This is an optimization exercise on Yosys and OpenROAD, whose aim is small area, not a production implementation. Only simulation tests tie the RTL to the original design; equivalence was not proved.

// kpcf_dl
module kpcf_dl (
    input  wire        clk,
    input  wire        rst,           
    input  wire        cmd_valid,
    output reg         cmd_ready,
    input  wire [1:0]  cmd_op,        
    input  wire        cmd_ch,        
    input  wire [31:0] cmd_data,
    output reg         resp_valid,
    output reg  [1:0]  resp_code,     
    output wire [31:0] resp_data
);
    localparam OP_CONFIGURE = 2'd0;
    localparam OP_WRITE     = 2'd1;
    localparam OP_READ      = 2'd2;
    localparam RESP_OK    = 2'd0;
    localparam RESP_ALLOC = 2'd2;
    localparam RESP_NP    = 2'd3;
    localparam S_IDLE = 4'd0;
    localparam S_OP2  = 4'd1;    
    localparam S_SPL  = 4'd2;    
    localparam S_MOD  = 4'd3;    
    localparam S_FIX  = 4'd4;    
    localparam S_FIX2 = 4'd5;    
    localparam S_MQ   = 4'd6;    
    localparam S_CAP  = 4'd7;    
    localparam S_MUL  = 4'd8;    
    localparam S_FIN  = 4'd9;    
    localparam S_ADD  = 4'd10;   
    localparam S_CLR  = 4'd11;   
    localparam [31:0] ONE = 32'h3F800000;
    function [38:0] radd;
        input [37:0] x;
        input [37:0] y;
        input        ci;
        reg          c;
        integer      k;
        begin
            c = ci;
            for (k = 0; k < 38; k = k + 1) begin
                radd[k] = x[k] ^ y[k] ^ c;
                c = (x[k] & y[k]) | (c & (x[k] ^ y[k]));
            end
            radd[38] = c;
        end
    endfunction
    function [27:0] radd28;
        input [27:0] x;
        input [27:0] y;
        reg          c;
        integer      k;
        begin
            c = 1'b0;
            for (k = 0; k < 28; k = k + 1) begin
                radd28[k] = x[k] ^ y[k] ^ c;
                c = (x[k] & y[k]) | (c & (x[k] ^ y[k]));
            end
        end
    endfunction
    function [9:0] radd10;
        input [9:0] x;
        input [9:0] y;
        input       ci;
        reg         c;
        integer     k;
        begin
            c = ci;
            for (k = 0; k < 10; k = k + 1) begin
                radd10[k] = x[k] ^ y[k] ^ c;
  ...
Size in the first run: roughly 3700 cells after synthesis, about 1200 flip-flops, ~74 I/O pins, roughly 41000 sq um of cells after synthesis.
==> flow/config.mk <==
export PLATFORM = sky130hd
export DESIGN_NAME = kpcf_dl
export DESIGN_NICKNAME = kpcf_dl
export VERILOG_FILES = /design/flow/design.v
export SDC_FILE = /design/flow/constraint.sdc
export NUM_CORES = 4
export LEC_CHECK = 0
export ABC_AREA = 1
export CAP_MARGIN = 20
export CORE_MARGIN = 2
export CORE_UTILIZATION = 55
export CTS_BUF_LIST = sky130_fd_sc_hd__clkbuf_16
export CTS_CLUSTER_DIAMETER = 90
export CTS_CLUSTER_SIZE = 26
export PLACE_DENSITY = 0.65
export SLEW_MARGIN = 20
==> flow/constraint.sdc <==
create_clock -name core_clock -period 400.0 [get_ports {clk}]
set_input_delay 80.0000 -clock core_clock [delete_from_list [all_inputs] [get_ports {clk}]]
set_output_delay 80.0000 -clock core_clock [all_outputs]
set_load 0.01 [all_outputs]
standard.sh (not shown) runs the stock make flow with config.mk's settings and CLKGATE_MAP_FILE= SYNTH_SCRIPT=/design/flow/synth_recipe.tcl, a recipe that flattens the netlist after the stock synthesis.
==> flow/flow/run.sh <==
#!/bin/bash
set -euo pipefail
work=$(pwd)
rm -rf "$work/orfs_scripts"
cp -r "$FLOW_HOME/scripts" "$work/orfs_scripts"
cp "$work/flow/abc_area.script" "$work/orfs_scripts/abc_area.script"
bash "$work/standard.sh" finish SCRIPTS_DIR="$work/orfs_scripts" > "$work/flow_make.log" 2>&1
==> flow/flow/abc_area.script <==
strash; &get -n; &dch -f; &nf -a -R 1000; &put
The baseline passed the timing, design-rule and antenna checks.
Rerun with:
==> flow/flow/abc_area.script (replaced) <==
strash; &get -n; &dch -f; &nf -a -R 1000; &put; &get -n; &dch -f; &nf -a -R 1000; &put
The changed run ran to the end with no violations.
Area after synthesis is lower slightly.
Die area goes down slightly.
Routed wire length fell by a few percent.
Count of clock-buffer cells in the layout stays the same.
Register-to-register slack gets worse by 220 ps.
Cell area goes down slightly.
Clock skew climbs by 4.0 ps.
Via count is lower slightly.

==> separate check: timing with driven ports <==
No port has a modelled driver above. Below, the same layouts with a new extraction and two added sets of constraints.
Step 1 (the two cells are an assumption about what drives the block):
set clk [get_ports {clk}]
set_driving_cell -lib_cell sky130_fd_sc_hd__clkbuf_16 $clk
set_driving_cell -lib_cell sky130_fd_sc_hd__buf_2 [delete_from_list [all_inputs] $clk]
Step 2 adds t to the input delays and takes it off the output delays; t is the mean of the earliest and latest rising clock arrival at the registers after step 1. Input paths then give back, and output paths get back, about the clock's delay inside the block.
Slacks: ideal / step 1 / step 2; pairs: ideal / step 1.
run	t (ns)	setup slack, ns	worst data-port slew with drivers (ns)	pins driven straight from the clock port
the first run	0.724	237.017 / 236.978 / 236.978	0.14	1
the second run	0.725	236.966 / 236.931 / 236.931	0.13	1
After both steps every run listed still meets setup and hold. The setup slack of the first run, which loses most, moves by -0.039 ns with the drivers and by -0.039 ns with both steps.
